From an optimization exercise on the open Yosys and OpenROAD flow, aimed at small area, a short achievable clock period and few clock cycles; shortcuts taken in it are not production practice. Where RTL was checked, it was by simulation tests only, not by an equivalence proof against the original. Power is estimated from default activity; no workload was simulated.

==> inputs of run a <==
Design pgd_codec, start of the top module:
module pgd_codec (
    input  wire        clk,
    input  wire        rst,           
    input  wire        reg_wr,
    input  wire [3:0]  reg_addr,
    input  wire [31:0] reg_wdata,
    output reg  [31:0] reg_rdata,
    output wire        irq,
    output reg         s_en,
    output reg         s_we,
    output reg  [11:0] s_addr,
    output reg  [7:0]  s_wdata,
    input  wire [7:0]  s_rdata,
    output reg         d_en,
    output reg         d_we,
    output reg  [11:0] d_addr,
    output reg  [7:0]  d_wdata,
    input  wire [7:0]  d_rdata,
    output reg         r_en,
    output reg         r_we,
    output reg  [11:0] r_addr,
    output reg  [7:0]  r_wdata,
    input  wire [7:0]  r_rdata
);
export LEC_CHECK = 0
export CAP_MARGIN = 20
export CORE_MARGIN = 2
export CORE_UTILIZATION = 40
export CTS_BUF_LIST = sky130_fd_sc_hd__clkbuf_4 sky130_fd_sc_hd__clkbuf_8
export SETUP_SLACK_MARGIN = 5
export SLEW_MARGIN = 20
export BUFFER_PORTS_ARGS = -buffer_cell sky130_fd_sc_hd__buf_2
create_clock -name core_clock -period 12.0 [get_ports {clk}]
standard.sh (not shown) runs the stock make flow with config.mk's settings and CLKGATE_MAP_FILE= SYNTH_SCRIPT=/design/flow/synth_recipe.tcl, a recipe that flattens the netlist after the stock synthesis.
==> flow/flow/run.sh <==
#!/bin/bash
set -uo pipefail
MARGIN=6
sed "s/SETUP_SLACK_MARGIN=[0-9.]*/SETUP_SLACK_MARGIN=$MARGIN/" standard.sh > standard_m.sh
cat >> config.mk <<'EOC'
export BUFFER_PORTS_ARGS = -buffer_cell sky130_fd_sc_hd__buf_2
EOC
bash standard_m.sh > standard.log 2>&1
==> run b (differences from run a) <==
--- a/flow/design.v
+++ b/flow/design.v
@@ -46,17 +46,17 @@
     reg [8:0]  ctl;
     reg [12:0] row;              
     reg [4:0]  seq;
     reg [12:0] k;        
     reg [12:0] rb;       
     reg [12:0] sm1;      
     reg [11:0] p1, p2, p3;   
     reg [11:0] da;       
-    reg [20:0] g1;       
+    wire [20:0] g1 = finfo[20:0];    
     reg [20:0] g2;       
     reg [11:0] wa, wb;   
     reg [7:0]  bc, bu, bo, bl;
     reg [7:0]  rv, ra;   
     reg        first, fd, v1, v2, virt, cpb;
     reg        m_vert, m_raw;    
     reg        ma_big, pr_sat;
     wire is_f = unit[0];         
@@ -334,51 +334,48 @@
     wire cmd_bad = cmd_wr && (state == ST_IDLE) && cmd_6p;
     wire cmd_clr = cmd_wr && state[1] && (reg_wdata[7:0] == 8'd5);
     always @(posedge clk) begin
         if (rst) begin
             state  <= ST_IDLE;
             unit   <= 3'd0;
             undef  <= 1'b0;
             fcode  <= 3'd0;
-            finfo  <= 32'd0;
             ien    <= 1'b0;
             slen   <= 32'd0;
             dlen   <= 32'd0;
             width  <= 16'd0;
             height <= 16'd0;
             pixsz  <= 16'd0;
             spos   <= 13'd0;
             dpos   <= 13'd0;
             ctl    <= 9'd2;
             row    <= 13'd0;
             seq    <= S_IDLE;
         end else begin
             if (cmd_go) begin
                 state <= ST_BUSY; unit <= reg_wdata[2:0]; undef <= 1'b0; seq <= S_START;
             end
             if (cmd_bad) begin
-                state <= ST_FAULT; unit <= 3'd0; fcode <= F_BADCMD; finfo <= reg_wdata;
+                state <= ST_FAULT; unit <= 3'd0; fcode <= F_BADCMD;
             end
             if (cmd_clr) begin
-                state <= ST_IDLE; unit <= 3'd0; undef <= 1'b0; fcode <= 3'd0; finfo <= 32'd0;
+                state <= ST_IDLE; unit <= 3'd0; undef <= 1'b0; fcode <= 3'd0;
             end
             if (host_wr && reg_addr == 4'd4) ien    <= reg_wdata[0];
             if (host_wr && reg_addr == 4'd5) slen   <= reg_wdata;
             if (host_wr && reg_addr == 4'd6) dlen   <= reg_wdata;
             if (host_wr && reg_addr == 4'd7) width  <= reg_wdata[15:0];
             if (host_wr && reg_addr == 4'd8) height <= reg_wdata[15:0];
             if (host_wr && reg_addr == 4'd9) pixsz  <= reg_wdata[15:0];
             if (seq != S_IDLE) begin
                 seq <= n_seq;
                 if (go_done) state <= ST_DONE;
                 if (go_flt) begin
                     state <= ST_FAULT; fcode <= flt_code;
-                    finfo <= !flt_code[2] ? {19'd0, spos}
-                           : (flt_code == F_SIZE) ? {18'd0, e_len} : 32'd0;
                 end else begin
                     if (dpos_clr) dpos <= 13'd0;
                     if (dpos_inc) dpos <= dpos_p1;
                     if (row_clr)  row  <= 13'd0;
                     if (row_inc)  row  <= row_p1;
                     if (ctl_init) begin ctl <= 9'd2; spos <= 13'd0; end
                     if (commit) begin ctl <= g2[8:0]; spos <= k; end
                     if (pk_done) begin spos <= k; slen <= {19'd0, k}; end
@@ -410,60 +407,60 @@
                 3'd7: rb <= rbk[12:0];
                 default: ;
             endcase
         end
         if (cmd_go) da <= 12'd0;
         case (seq)
             S_START: begin
                 ma_big <= (|width[15:13]) || (width[12] && |width[11:0]);
-                g1     <= {5'd0, pixsz};
+                finfo[20:0]     <= {5'd0, pixsz};
                 pr_sat <= 1'b0;
                 da     <= da_p1;             
                 g2[3:0] <= 4'd8;
             end
             S_MUL1, S_MUL2: begin
                 if (g1[15:0] == 16'd0) begin
                     if (seq == S_MUL1) begin
                         sm1    <= rb_m1;
                         p2     <= rb[11:0];
                         ma_big <= pr_sat;
                         pr_sat <= 1'b0;
-                        g1     <= {5'd0, height};
+                        finfo[20:0]     <= {5'd0, height};
                     end
                 end else begin
                     if (g1[0]) pr_sat <= pr_sat | ma_big | rbk[13] | (rbk[12] && |rbk[11:0]);
                     ma_big <= ma_big | k[12] | (k[11] && |k[10:0]);
-                    g1     <= {1'b0, g1[20:1]};
+                    finfo[20:0]     <= {1'b0, g1[20:1]};
                 end
             end
             S_CHK: begin
                 m_raw <= 1'b1;
                 v1    <= 1'b0; v2 <= 1'b0;
                 virt  <= row_lst;            
                 p1    <= is_f ? 12'd0 : ~sm1[11:0];
                 if (!is_f) p2 <= 12'd0;
                 p3    <= hb[11:0];
                 da    <= 12'd8;
             end
             D_TOK: g2[8:0] <= ctl_sh;
             D_CTL: g2[8:0] <= {1'b1, s_rdata};
-            D_V0:  g1[7:0] <= s_rdata;
+            D_V0:  finfo[7:0] <= s_rdata;
             D_V1:  begin
-                g1[15:8] <= s_rdata;
+                finfo[15:8] <= s_rdata;
                 da  <= cp_d[11:0];
                 cpb <= cp_d[12] & ~dpos[12];
             end
             D_CW:  da <= da_p1;
             P_BLK: g2[3:0] <= 4'd0;
             P_LEN: g2[3:0] <= g2[3:0] + 4'd1;
             P_DAT: da <= da_p1;
             F_INIT, F_SEL: begin
                 m_raw <= !f_isvert || (seq == F_INIT);
-                g1 <= 21'd0; g2 <= 21'd0; v1 <= 1'b0;
+                finfo[20:0] <= 21'd0; g2 <= 21'd0; v1 <= 1'b0;
                 virt <= row_lst;
                 da <= ctrl_n;
             end
             R_CB: begin
                 v1 <= 1'b0; v2 <= 1'b0;
                 m_vert <= d_rdata[1];
                 da <= ctrl_n;
             end
@@ -471,17 +468,17 @@
                 rv <= bu - r_rdata;
                 bo <= bc - r_rdata;
                 ra <= f_sum[8:1] - r_rdata;
                 bc <= r_rdata;
             end
             Q_Y, Q_YD: begin
                 if (is_f) begin
                     if (v1) begin
-                        g1 <= g1 + {{11{f_a1[9]}}, f_a1};
+                        finfo[20:0] <= g1 + {{11{f_a1[9]}}, f_a1};
                         g2 <= g2 + {{11{f_a2[9]}}, f_a2};
                     end
                     bl <= bu;
                     bu <= r_rdata;
                     wa <= p3 - ~sm1[11:0];    
                     wb <= p3;
                 end else begin
                     bo <= r_o2;
@@ -506,10 +503,17 @@
         endcase
         if (k_op == 3'd3) begin
             p1 <= p1 + p_step;
             p2 <= p2 + p_step;
             p3 <= p3 + p_step;
         end
         if (k_op == 3'd3) first <= ch_end;
         else if (k_op == 3'd1) first <= 1'b1;
+        if (rst || cmd_clr || (seq != S_IDLE && go_done && !go_flt))
+            finfo <= 32'd0;
+        else if (cmd_bad)
+            finfo <= reg_wdata;
+        else if (seq != S_IDLE && go_flt)
+            finfo <= !flt_code[2] ? {19'd0, spos}
+                   : (flt_code == F_SIZE) ? {18'd0, e_len} : 32'd0;
     end
 endmodule
==> flow/config.mk (replaced) <==
export PLATFORM = sky130hd
export DESIGN_NAME = pgd_codec
export DESIGN_NICKNAME = pgd_codec
export VERILOG_FILES = /design/flow/design.v
export SDC_FILE = /design/flow/constraint.sdc
export NUM_CORES = 4
export LEC_CHECK = 0
export CAP_MARGIN = 20
export CORE_MARGIN = 2
export CORE_UTILIZATION = 40
export CTS_CLUSTER_SIZE = 24
export SETUP_SLACK_MARGIN = 5
export SLEW_MARGIN = 20
export BUFFER_PORTS_ARGS = -buffer_cell sky130_fd_sc_hd__buf_2
==> results.txt <==
- Run status: finished clean
- Top power group: the clock network
- Routed len/inst: 28.9 um
- Cell Int Power: 2.42 mW
- Slew HR: 0.152
- Nonclk buf count: 345
- Worst vdd ir: 0.0907 mV
- Main flop type after synthesis: dfxtp_1
-- figures above: run b

==> results.txt <==
- Nonclk buf count: 338
- Worst Setup Slack, final: 5.71 ns
- Top power group: combinational logic
- Routed len/inst: 28.9 um
- Slew HR: 0.213
- Post-route cell area: 39300 um^2
- Run status: finished clean
- Main flop type after synthesis: edfxtp_1
- GRT met3 Usage: 0.0868
- Switch Pwr: 2.44 mW
-- figures above: run a

Testbench counts of run b, summed over its fixed seeds: cycles 159,265.
No functional check of the RTL was part of run a.

========
==> v1: inputs <==
pgd_codec with an RTL version that a note above also has.
export LEC_CHECK = 0
export CAP_MARGIN = 20
export CORE_MARGIN = 2
export CORE_UTILIZATION = 40
export SETUP_SLACK_MARGIN = 5
export SLEW_MARGIN = 20
export BUFFER_PORTS_ARGS = -buffer_cell sky130_fd_sc_hd__buf_2
create_clock -name core_clock -period 12.0 [get_ports {clk}]
Scripts as last shown in full above: flow/flow/run.sh
==> v36 (differences from v1) <==
--- a/flow/design.v
+++ b/flow/design.v
@@ -46,37 +46,38 @@
     reg [8:0]  ctl;
     reg [12:0] row;              
     reg [4:0]  seq;
     reg [12:0] k;        
     reg [12:0] rb;       
     reg [12:0] sm1;      
     reg [11:0] p1, p2, p3;   
     reg [11:0] da;       
-    wire [20:0] g1 = finfo[20:0];    
+    reg [20:0] g1;       
     reg [20:0] g2;       
     reg [11:0] wa, wb;   
     reg [7:0]  bc, bu, bo, bl;
-    reg [7:0]  rv, ra;   
     reg        first, fd, v1, v2, virt, cpb;
     reg        m_vert, m_raw;    
     reg        ma_big, pr_sat;
     wire is_f = unit[0];         
     wire [12:0] ps = pixsz[12:0];
     wire        ch_end  = (k == width[12:0]);
     wire        k_last  = ch_end && (rb == 13'd1);
     wire [11:0] p_step  = k_last ? 12'd1 : ch_end ? (ps[11:0] - sm1[11:0]) : ps[11:0];
     wire [12:0] row_p1  = row + 13'd1;
     wire        row_lst = ({3'd0, row_p1} == height);
     wire [11:0] ctrl_n  = row_p1[11:0] + 12'd8;
     wire [12:0] hb      = height[12:0] + 13'd8;
-    wire [8:0]  f_sum  = {1'b0, bu} + {1'b0, bc};
-    wire [7:0]  f_vert = rv;
-    wire [9:0]  f_a1   = (fd ? 10'd0 : {2'd0, bo}) - {2'd0, rv};
-    wire [9:0]  f_a2   = (fd ? 10'd0 : {2'd0, ra}) - {2'd0, rv};
+    wire [7:0]  f_vert = bu - bc;
+    wire [7:0]  f_raw  = bo - bc;
+    wire [8:0]  f_sum  = {1'b0, bu} + {1'b0, bo};
+    wire [7:0]  f_avg  = f_sum[8:1] - bc;
+    wire [9:0]  f_a1   = (fd ? 10'd0 : {2'd0, f_raw}) - {2'd0, f_vert};
+    wire [9:0]  f_a2   = (fd ? 10'd0 : {2'd0, f_avg}) - {2'd0, f_vert};
     wire        f_isvert = !g1[20] && !g2[20];
     wire [7:0]  f_rup  = fd ? bu : (bl - bu);
     wire [8:0]  r_sum  = {1'b0, r_rdata} + {1'b0, bo};
     wire [7:0]  r_o2   = m_vert ? (r_rdata - d_rdata)
                        : first ? d_rdata : (r_sum[8:1] - d_rdata);
     wire [7:0]  q_o    = fd ? d_rdata : (bo - d_rdata);
     wire [8:0]  ctl_sh  = {1'b0, ctl[8:1]};
     wire        need_cb = (ctl_sh == 9'd1);
@@ -334,48 +335,51 @@
     wire cmd_bad = cmd_wr && (state == ST_IDLE) && cmd_6p;
     wire cmd_clr = cmd_wr && state[1] && (reg_wdata[7:0] == 8'd5);
     always @(posedge clk) begin
         if (rst) begin
             state  <= ST_IDLE;
             unit   <= 3'd0;
             undef  <= 1'b0;
             fcode  <= 3'd0;
+            finfo  <= 32'd0;
             ien    <= 1'b0;
             slen   <= 32'd0;
             dlen   <= 32'd0;
             width  <= 16'd0;
             height <= 16'd0;
             pixsz  <= 16'd0;
             spos   <= 13'd0;
             dpos   <= 13'd0;
             ctl    <= 9'd2;
             row    <= 13'd0;
             seq    <= S_IDLE;
         end else begin
             if (cmd_go) begin
                 state <= ST_BUSY; unit <= reg_wdata[2:0]; undef <= 1'b0; seq <= S_START;
             end
             if (cmd_bad) begin
-                state <= ST_FAULT; unit <= 3'd0; fcode <= F_BADCMD;
+                state <= ST_FAULT; unit <= 3'd0; fcode <= F_BADCMD; finfo <= reg_wdata;
             end
             if (cmd_clr) begin
-                state <= ST_IDLE; unit <= 3'd0; undef <= 1'b0; fcode <= 3'd0;
+                state <= ST_IDLE; unit <= 3'd0; undef <= 1'b0; fcode <= 3'd0; finfo <= 32'd0;
             end
             if (host_wr && reg_addr == 4'd4) ien    <= reg_wdata[0];
             if (host_wr && reg_addr == 4'd5) slen   <= reg_wdata;
             if (host_wr && reg_addr == 4'd6) dlen   <= reg_wdata;
             if (host_wr && reg_addr == 4'd7) width  <= reg_wdata[15:0];
             if (host_wr && reg_addr == 4'd8) height <= reg_wdata[15:0];
             if (host_wr && reg_addr == 4'd9) pixsz  <= reg_wdata[15:0];
             if (seq != S_IDLE) begin
                 seq <= n_seq;
                 if (go_done) state <= ST_DONE;
                 if (go_flt) begin
                     state <= ST_FAULT; fcode <= flt_code;
+                    finfo <= !flt_code[2] ? {19'd0, spos}
+                           : (flt_code == F_SIZE) ? {18'd0, e_len} : 32'd0;
                 end else begin
                     if (dpos_clr) dpos <= 13'd0;
                     if (dpos_inc) dpos <= dpos_p1;
                     if (row_clr)  row  <= 13'd0;
                     if (row_inc)  row  <= row_p1;
                     if (ctl_init) begin ctl <= 9'd2; spos <= 13'd0; end
                     if (commit) begin ctl <= g2[8:0]; spos <= k; end
                     if (pk_done) begin spos <= k; slen <= {19'd0, k}; end
@@ -407,79 +411,75 @@
                 3'd7: rb <= rbk[12:0];
                 default: ;
             endcase
         end
         if (cmd_go) da <= 12'd0;
         case (seq)
             S_START: begin
                 ma_big <= (|width[15:13]) || (width[12] && |width[11:0]);
-                finfo[20:0]     <= {5'd0, pixsz};
+                g1     <= {5'd0, pixsz};
                 pr_sat <= 1'b0;
                 da     <= da_p1;             
                 g2[3:0] <= 4'd8;
             end
             S_MUL1, S_MUL2: begin
                 if (g1[15:0] == 16'd0) begin
                     if (seq == S_MUL1) begin
                         sm1    <= rb_m1;
                         p2     <= rb[11:0];
                         ma_big <= pr_sat;
                         pr_sat <= 1'b0;
-                        finfo[20:0]     <= {5'd0, height};
+                        g1     <= {5'd0, height};
                     end
                 end else begin
                     if (g1[0]) pr_sat <= pr_sat | ma_big | rbk[13] | (rbk[12] && |rbk[11:0]);
                     ma_big <= ma_big | k[12] | (k[11] && |k[10:0]);
-                    finfo[20:0]     <= {1'b0, g1[20:1]};
+                    g1     <= {1'b0, g1[20:1]};
                 end
             end
             S_CHK: begin
                 m_raw <= 1'b1;
                 v1    <= 1'b0; v2 <= 1'b0;
                 virt  <= row_lst;            
                 p1    <= is_f ? 12'd0 : ~sm1[11:0];
                 if (!is_f) p2 <= 12'd0;
                 p3    <= hb[11:0];
                 da    <= 12'd8;
             end
             D_TOK: g2[8:0] <= ctl_sh;
             D_CTL: g2[8:0] <= {1'b1, s_rdata};
-            D_V0:  finfo[7:0] <= s_rdata;
+            D_V0:  g1[7:0] <= s_rdata;
             D_V1:  begin
-                finfo[15:8] <= s_rdata;
+                g1[15:8] <= s_rdata;
                 da  <= cp_d[11:0];
                 cpb <= cp_d[12] & ~dpos[12];
             end
             D_CW:  da <= da_p1;
             P_BLK: g2[3:0] <= 4'd0;
             P_LEN: g2[3:0] <= g2[3:0] + 4'd1;
             P_DAT: da <= da_p1;
             F_INIT, F_SEL: begin
                 m_raw <= !f_isvert || (seq == F_INIT);
-                finfo[20:0] <= 21'd0; g2 <= 21'd0; v1 <= 1'b0;
+                g1 <= 21'd0; g2 <= 21'd0; v1 <= 1'b0;
                 virt <= row_lst;
                 da <= ctrl_n;
             end
             R_CB: begin
                 v1 <= 1'b0; v2 <= 1'b0;
                 m_vert <= d_rdata[1];
                 da <= ctrl_n;
             end
-            Q_X, Q_XD: if (is_f) begin
-                rv <= bu - r_rdata;
-                bo <= bc - r_rdata;
-                ra <= f_sum[8:1] - r_rdata;
-                bc <= r_rdata;
-            end
+            Q_X, Q_XD: if (is_f) bc <= r_rdata;
             Q_Y, Q_YD: begin
                 if (is_f) begin
                     if (v1) begin
-                        finfo[20:0] <= g1 + {{11{f_a1[9]}}, f_a1};
+                        g1 <= g1 + {{11{f_a1[9]}}, f_a1};
                         g2 <= g2 + {{11{f_a2[9]}}, f_a2};
+                        bo <= bc;
                     end
                     bl <= bu;
                     bu <= r_rdata;
                     wa <= p3 - ~sm1[11:0];    
                     wb <= p3;
                 end else begin
                     bo <= r_o2;
                     wa <= p2;
@@ -503,17 +503,10 @@
         endcase
         if (k_op == 3'd3) begin
             p1 <= p1 + p_step;
             p2 <= p2 + p_step;
             p3 <= p3 + p_step;
         end
         if (k_op == 3'd3) first <= ch_end;
         else if (k_op == 3'd1) first <= 1'b1;
-        if (rst || cmd_clr || (seq != S_IDLE && go_done && !go_flt))
-            finfo <= 32'd0;
-        else if (cmd_bad)
-            finfo <= reg_wdata;
-        else if (seq != S_IDLE && go_flt)
-            finfo <= !flt_code[2] ? {19'd0, spos}
-                   : (flt_code == F_SIZE) ? {18'd0, e_len} : 32'd0;
     end
 endmodule
==> flow/run.sh (new file) <==
#!/bin/bash
# synth_recipe.tcl (not shown) runs the flow's synth.tcl, then flattens the netlist and writes it again
# the make line also repeats each setting of config.mk as NAME=value (left out here)
make -C /OpenROAD-flow-scripts/flow DESIGN_CONFIG=/design/flow/config.mk WORK_HOME=/design/flow/orfs CLKGATE_MAP_FILE= SYNTH_SCRIPT=/design/flow/synth_recipe.tcl finish
- BUFFER_PORTS_ARGS: -buffer_cell sky130_fd_sc_hd__buf_2 -> unset
removed: flow/flow/run.sh
removed: flow/standard.sh
==> v8 (differences from v1) <==
--- a/flow/design.v
+++ b/flow/design.v
@@ -46,37 +46,38 @@
     reg [8:0]  ctl;
     reg [12:0] row;              
     reg [4:0]  seq;
     reg [12:0] k;        
     reg [12:0] rb;       
     reg [12:0] sm1;      
     reg [11:0] p1, p2, p3;   
     reg [11:0] da;       
-    wire [20:0] g1 = finfo[20:0];    
+    reg [20:0] g1;       
     reg [20:0] g2;       
-    reg [11:0] wa, wb;   
+    reg [11:0] wa, wb, wa1;  
     reg [7:0]  bc, bu, bo, bl;
-    reg [7:0]  rv, ra;   
     reg        first, fd, v1, v2, virt, cpb;
     reg        m_vert, m_raw;    
     reg        ma_big, pr_sat;
     wire is_f = unit[0];         
     wire [12:0] ps = pixsz[12:0];
     wire        ch_end  = (k == width[12:0]);
     wire        k_last  = ch_end && (rb == 13'd1);
     wire [11:0] p_step  = k_last ? 12'd1 : ch_end ? (ps[11:0] - sm1[11:0]) : ps[11:0];
     wire [12:0] row_p1  = row + 13'd1;
     wire        row_lst = ({3'd0, row_p1} == height);
     wire [11:0] ctrl_n  = row_p1[11:0] + 12'd8;
     wire [12:0] hb      = height[12:0] + 13'd8;
-    wire [8:0]  f_sum  = {1'b0, bu} + {1'b0, bc};
-    wire [7:0]  f_vert = rv;
-    wire [9:0]  f_a1   = (fd ? 10'd0 : {2'd0, bo}) - {2'd0, rv};
-    wire [9:0]  f_a2   = (fd ? 10'd0 : {2'd0, ra}) - {2'd0, rv};
+    wire [7:0]  f_vert = bu - bc;
+    wire [7:0]  f_raw  = bo - bc;
+    wire [8:0]  f_sum  = {1'b0, bu} + {1'b0, bo};
+    wire [7:0]  f_avg  = f_sum[8:1] - bc;
+    wire [9:0]  f_a1   = (fd ? 10'd0 : {2'd0, f_raw}) - {2'd0, f_vert};
+    wire [9:0]  f_a2   = (fd ? 10'd0 : {2'd0, f_avg}) - {2'd0, f_vert};
     wire        f_isvert = !g1[20] && !g2[20];
     wire [7:0]  f_rup  = fd ? bu : (bl - bu);
     wire [8:0]  r_sum  = {1'b0, r_rdata} + {1'b0, bo};
     wire [7:0]  r_o2   = m_vert ? (r_rdata - d_rdata)
                        : first ? d_rdata : (r_sum[8:1] - d_rdata);
     wire [7:0]  q_o    = fd ? d_rdata : (bo - d_rdata);
     wire [8:0]  ctl_sh  = {1'b0, ctl[8:1]};
     wire        need_cb = (ctl_sh == 9'd1);
@@ -182,18 +183,17 @@
             S_START: begin
                 case (unit)
                     3'd1: begin
                         go_flt = slen_big || dlen_big;
                         dpos_clr = 1'b1; ctl_init = 1'b1; k_op = 3'd1;
                         n_seq = D_TOK;
                     end
                     3'd4: begin
-                        go_flt = (|dlen[31:12]) || (dlen[11:4] == 8'hFF) ||
-                                 (dlen[11:4] == 8'hFE && dlen[3:0] == 4'hF);
+                        go_flt = (dlen > 32'd4078);
                         dpos_clr = 1'b1; k_op = 3'd1;
                         n_seq = P_NXT;
                     end
                     default: begin
                         go_flt = (width == 16'd0 || pixsz == 16'd0);
                         flt_code = F_GEOM;
                         k_op = 3'd4; rb_op = 3'd1;
                         n_seq = S_MUL1;
@@ -210,17 +210,17 @@
                 end else begin
                     k_op = 3'd5;
                     if (g1[0]) rb_op = 3'd7;
                 end
             end
             S_CHK: begin
                 k_op = 3'd1; row_clr = 1'b1;
                 if (is_f) begin
-                    go_flt = pr_sat || e_len[13] || (e_len[12] && |e_len[11:0]);
+                    go_flt = pr_sat || (e_len > 14'd4096);
                     n_seq = F_INIT;
                 end else begin
                     if (dlen_big || pr_sat) go_flt = 1'b1;
                     else if ({1'b0, dlen13} != e_len) begin go_flt = 1'b1; flt_code = F_SIZE; end
                     n_seq = R_ROW;
                 end
                 if (height == 16'd0) go_done = 1'b1;
             end
@@ -322,60 +322,60 @@
         endcase
         if (pstart) begin
             k_op = 3'd1; row_inc = 1'b1; n_seq = Q_X;
         end
         if (go_done || go_flt) n_seq = S_IDLE;
     end
     wire host_wr = reg_wr && (state != ST_BUSY);
     wire cmd_wr  = host_wr && (reg_addr == 4'd0);
-    wire cmd_14  = (reg_wdata[7:3] == 5'd0) && (reg_wdata[2] ? (reg_wdata[1:0] == 2'd0)
-                                                              : (reg_wdata[1:0] != 2'd0));
-    wire cmd_6p  = (|reg_wdata[7:3]) || (reg_wdata[2] && reg_wdata[1]);
-    wire cmd_go  = cmd_wr && (state == ST_IDLE) && cmd_14;
-    wire cmd_bad = cmd_wr && (state == ST_IDLE) && cmd_6p;
+    wire cmd_go  = cmd_wr && (state == ST_IDLE) && (reg_wdata[7:0] >= 8'd1) && (reg_wdata[7:0] <= 8'd4);
+    wire cmd_bad = cmd_wr && (state == ST_IDLE) && (reg_wdata[7:0] >= 8'd6);
     wire cmd_clr = cmd_wr && state[1] && (reg_wdata[7:0] == 8'd5);
     always @(posedge clk) begin
         if (rst) begin
             state  <= ST_IDLE;
             unit   <= 3'd0;
             undef  <= 1'b0;
             fcode  <= 3'd0;
+            finfo  <= 32'd0;
             ien    <= 1'b0;
             slen   <= 32'd0;
             dlen   <= 32'd0;
             width  <= 16'd0;
             height <= 16'd0;
             pixsz  <= 16'd0;
             spos   <= 13'd0;
             dpos   <= 13'd0;
             ctl    <= 9'd2;
             row    <= 13'd0;
             seq    <= S_IDLE;
         end else begin
             if (cmd_go) begin
                 state <= ST_BUSY; unit <= reg_wdata[2:0]; undef <= 1'b0; seq <= S_START;
             end
             if (cmd_bad) begin
-                state <= ST_FAULT; unit <= 3'd0; fcode <= F_BADCMD;
+                state <= ST_FAULT; unit <= 3'd0; fcode <= F_BADCMD; finfo <= reg_wdata;
             end
             if (cmd_clr) begin
-                state <= ST_IDLE; unit <= 3'd0; undef <= 1'b0; fcode <= 3'd0;
+                state <= ST_IDLE; unit <= 3'd0; undef <= 1'b0; fcode <= 3'd0; finfo <= 32'd0;
             end
             if (host_wr && reg_addr == 4'd4) ien    <= reg_wdata[0];
             if (host_wr && reg_addr == 4'd5) slen   <= reg_wdata;
             if (host_wr && reg_addr == 4'd6) dlen   <= reg_wdata;
             if (host_wr && reg_addr == 4'd7) width  <= reg_wdata[15:0];
             if (host_wr && reg_addr == 4'd8) height <= reg_wdata[15:0];
             if (host_wr && reg_addr == 4'd9) pixsz  <= reg_wdata[15:0];
             if (seq != S_IDLE) begin
                 seq <= n_seq;
                 if (go_done) state <= ST_DONE;
                 if (go_flt) begin
                     state <= ST_FAULT; fcode <= flt_code;
+                    finfo <= !flt_code[2] ? {19'd0, spos}
+                           : (flt_code == F_SIZE) ? {18'd0, e_len} : 32'd0;
                 end else begin
                     if (dpos_clr) dpos <= 13'd0;
                     if (dpos_inc) dpos <= dpos_p1;
                     if (row_clr)  row  <= 13'd0;
                     if (row_inc)  row  <= row_p1;
                     if (ctl_init) begin ctl <= 9'd2; spos <= 13'd0; end
                     if (commit) begin ctl <= g2[8:0]; spos <= k; end
                     if (pk_done) begin spos <= k; slen <= {19'd0, k}; end
@@ -406,114 +406,103 @@
                 3'd6: rb <= {5'd0, pk_n};
                 3'd7: rb <= rbk[12:0];
                 default: ;
             endcase
         end
         if (cmd_go) da <= 12'd0;
         case (seq)
             S_START: begin
-                ma_big <= (|width[15:13]) || (width[12] && |width[11:0]);
-                finfo[20:0]     <= {5'd0, pixsz};
+                ma_big <= (width > 16'd4096);
+                g1     <= {5'd0, pixsz};
                 pr_sat <= 1'b0;
                 da     <= da_p1;             
                 g2[3:0] <= 4'd8;
             end
             S_MUL1, S_MUL2: begin
                 if (g1[15:0] == 16'd0) begin
                     if (seq == S_MUL1) begin
                         sm1    <= rb_m1;
                         p2     <= rb[11:0];
                         ma_big <= pr_sat;
                         pr_sat <= 1'b0;
-                        finfo[20:0]     <= {5'd0, height};
+                        g1     <= {5'd0, height};
                     end
                 end else begin
-                    if (g1[0]) pr_sat <= pr_sat | ma_big | rbk[13] | (rbk[12] && |rbk[11:0]);
-                    ma_big <= ma_big | k[12] | (k[11] && |k[10:0]);
-                    finfo[20:0]     <= {1'b0, g1[20:1]};
+                    if (g1[0]) pr_sat <= pr_sat | ma_big | (rbk > 14'd4096);
+                    ma_big <= ma_big | (k > 13'd2048);
+                    g1     <= {1'b0, g1[20:1]};
                 end
             end
             S_CHK: begin
                 m_raw <= 1'b1;
                 v1    <= 1'b0; v2 <= 1'b0;
                 virt  <= row_lst;            
                 p1    <= is_f ? 12'd0 : ~sm1[11:0];
                 if (!is_f) p2 <= 12'd0;
                 p3    <= hb[11:0];
                 da    <= 12'd8;
             end
             D_TOK: g2[8:0] <= ctl_sh;
             D_CTL: g2[8:0] <= {1'b1, s_rdata};
-            D_V0:  finfo[7:0] <= s_rdata;
+            D_V0:  g1[7:0] <= s_rdata;
             D_V1:  begin
-                finfo[15:8] <= s_rdata;
+                g1[15:8] <= s_rdata;
                 da  <= cp_d[11:0];
                 cpb <= cp_d[12] & ~dpos[12];
             end
             D_CW:  da <= da_p1;
             P_BLK: g2[3:0] <= 4'd0;
             P_LEN: g2[3:0] <= g2[3:0] + 4'd1;
             P_DAT: da <= da_p1;
             F_INIT, F_SEL: begin
                 m_raw <= !f_isvert || (seq == F_INIT);
-                finfo[20:0] <= 21'd0; g2 <= 21'd0; v1 <= 1'b0;
+                g1 <= 21'd0; g2 <= 21'd0; v1 <= 1'b0;
                 virt <= row_lst;
                 da <= ctrl_n;
             end
             R_CB: begin
                 v1 <= 1'b0; v2 <= 1'b0;
                 m_vert <= d_rdata[1];
                 da <= ctrl_n;
             end
-            Q_X, Q_XD: if (is_f) begin
-                rv <= bu - r_rdata;
-                bo <= bc - r_rdata;
-                ra <= f_sum[8:1] - r_rdata;
-                bc <= r_rdata;
-            end
+            Q_X, Q_XD: if (is_f) bc <= r_rdata;
             Q_Y, Q_YD: begin
                 if (is_f) begin
                     if (v1) begin
-                        finfo[20:0] <= g1 + {{11{f_a1[9]}}, f_a1};
+                        g1 <= g1 + {{11{f_a1[9]}}, f_a1};
                         g2 <= g2 + {{11{f_a2[9]}}, f_a2};
+                        bo <= bc;
                     end
                     bl <= bu;
                     bu <= r_rdata;
                     wa <= p3 - ~sm1[11:0];    
                     wb <= p3;
                 end else begin
                     bo <= r_o2;
                     wa <= p2;
                 end
                 fd <= first;
                 v1 <= 1'b1;
             end
             Q_1, Q_1D: begin
                 if (seq == Q_1) begin
-                    wb  <= p2;
+                    wa1 <= p2;
                     fd  <= first;
                 end
                 v1 <= (seq == Q_1);
                 v2 <= v1;
                 if (v1) begin
                     bo <= q_o;
-                    wa <= wb;
+                    wa <= wa1;
                 end
             end
             default: ;
         endcase
         if (k_op == 3'd3) begin
             p1 <= p1 + p_step;
             p2 <= p2 + p_step;
             p3 <= p3 + p_step;
         end
         if (k_op == 3'd3) first <= ch_end;
         else if (k_op == 3'd1) first <= 1'b1;
-        if (rst || cmd_clr || (seq != S_IDLE && go_done && !go_flt))
-            finfo <= 32'd0;
-        else if (cmd_bad)
-            finfo <= reg_wdata;
-        else if (seq != S_IDLE && go_flt)
-            finfo <= !flt_code[2] ? {19'd0, spos}
-                   : (flt_code == F_SIZE) ? {18'd0, e_len} : 32'd0;
     end
 endmodule
==> flow/run.sh (new file) <==
#!/bin/bash
# synth_recipe.tcl (not shown) runs the flow's synth.tcl, then flattens the netlist and writes it again
# the make line also repeats each setting of config.mk as NAME=value (left out here)
make -C /OpenROAD-flow-scripts/flow DESIGN_CONFIG=/design/flow/config.mk WORK_HOME=/design/flow/orfs CLKGATE_MAP_FILE= SYNTH_SCRIPT=/design/flow/synth_recipe.tcl finish
- BUFFER_PORTS_ARGS: -buffer_cell sky130_fd_sc_hd__buf_2 -> unset
removed: flow/flow/run.sh
removed: flow/standard.sh
==> results.py <==
metrics = {
    "outcome": {
        "status": "complete, no violations",
    },
    "worst_setup_path": {
        "crit_fanout": 16,
        "critical_path.n_buffers_inverters": 3,
    },
    "clock_network": {
        "cts-resized-gates": 23,
    },
}
# the run above: v36

==> results.py <==
metrics = {
    "worst_hold_path": {
        "holdPathStages": 2,
    },
    "die": {
        "die_y_microns": 296,
    },
    "worst_setup_path": {
        "critical_path.n_buffers_inverters": 3,
        "crit_fanout": 29,
    },
    "clock_network": {
        "cts-resized-gates": 35,
    },
    "outcome": {
        "status": "complete, no violations",
    },
}
# the run above: v8

==> results.py <==
metrics = {
    "route": {
        "wl_met3_mm": 16.9,
    },
    "worst_setup_path": {
        "crit_fanout": 13,
        "critical_path.n_buffers_inverters": 4,
    },
    "placement": {
        "place_ws_ns": 5.17,
    },
    "synthesis": {
        "synthTopCellsByCount": "nand2_1 (521), a21oi_1 (326), nor2_1 (270)",
        "yosysMostFrequentCell": "nand2_1",
    },
    "global_routing": {
        "met1_usage": 0.461,
    },
    "finish": {
        "inverters": 239,
    },
    "outcome": {
        "status": "complete, no violations",
    },
}
# the run above: v1

Testbench counts of v1, summed over its fixed seeds: cycles 159,265.
Testbench counts of v36, summed over its fixed seeds: cycles 159,265.
For v8, only the layout was checked, not whether the RTL still works.

[separate check: timing with driven ports]
Ports are ideal in the flow. The routed layouts listed here were re-timed in OpenROAD. Step 1, drivers: a clkbuf_16 drives clk and a buf_2 each remaining input, both assumed. Step 2 times the ports against the registers' clock, not the clock port: input delays grow and output delays shrink by t, the midpoint of the rising clock arrivals with the driver on. Three values: ideal ports, drivers, drivers and shift; two values: the first two.
run | shift t [ns] | setup WS [ns] | worst setup path at the end | clock arrival spread, ns | cell pins on the clock port's net
run a | 0.801 | 5.708 / 5.629 / 5.629 | input to output | 0.077 / 0.076 | 1
run b | 0.684 | 5.810 / 5.758 / 5.758 | input to output | 0.018 / 0.018 | 1
v1 | 0.684 | 5.810 / 5.758 / 5.758 | input to output | 0.018 / 0.018 | 1
v36 | 0.680 | 5.049 / 5.015 / 4.917 | input to register | 0.055 / 0.055 | 1
v8 | 0.684 | 5.060 / 5.018 / 5.037 | input to output | 0.049 / 0.049 | 1
After both steps setup and hold are still met in every run listed. The setup slack of v36, which loses most, moves by -0.034 ns with the drivers and by -0.132 ns with both steps.
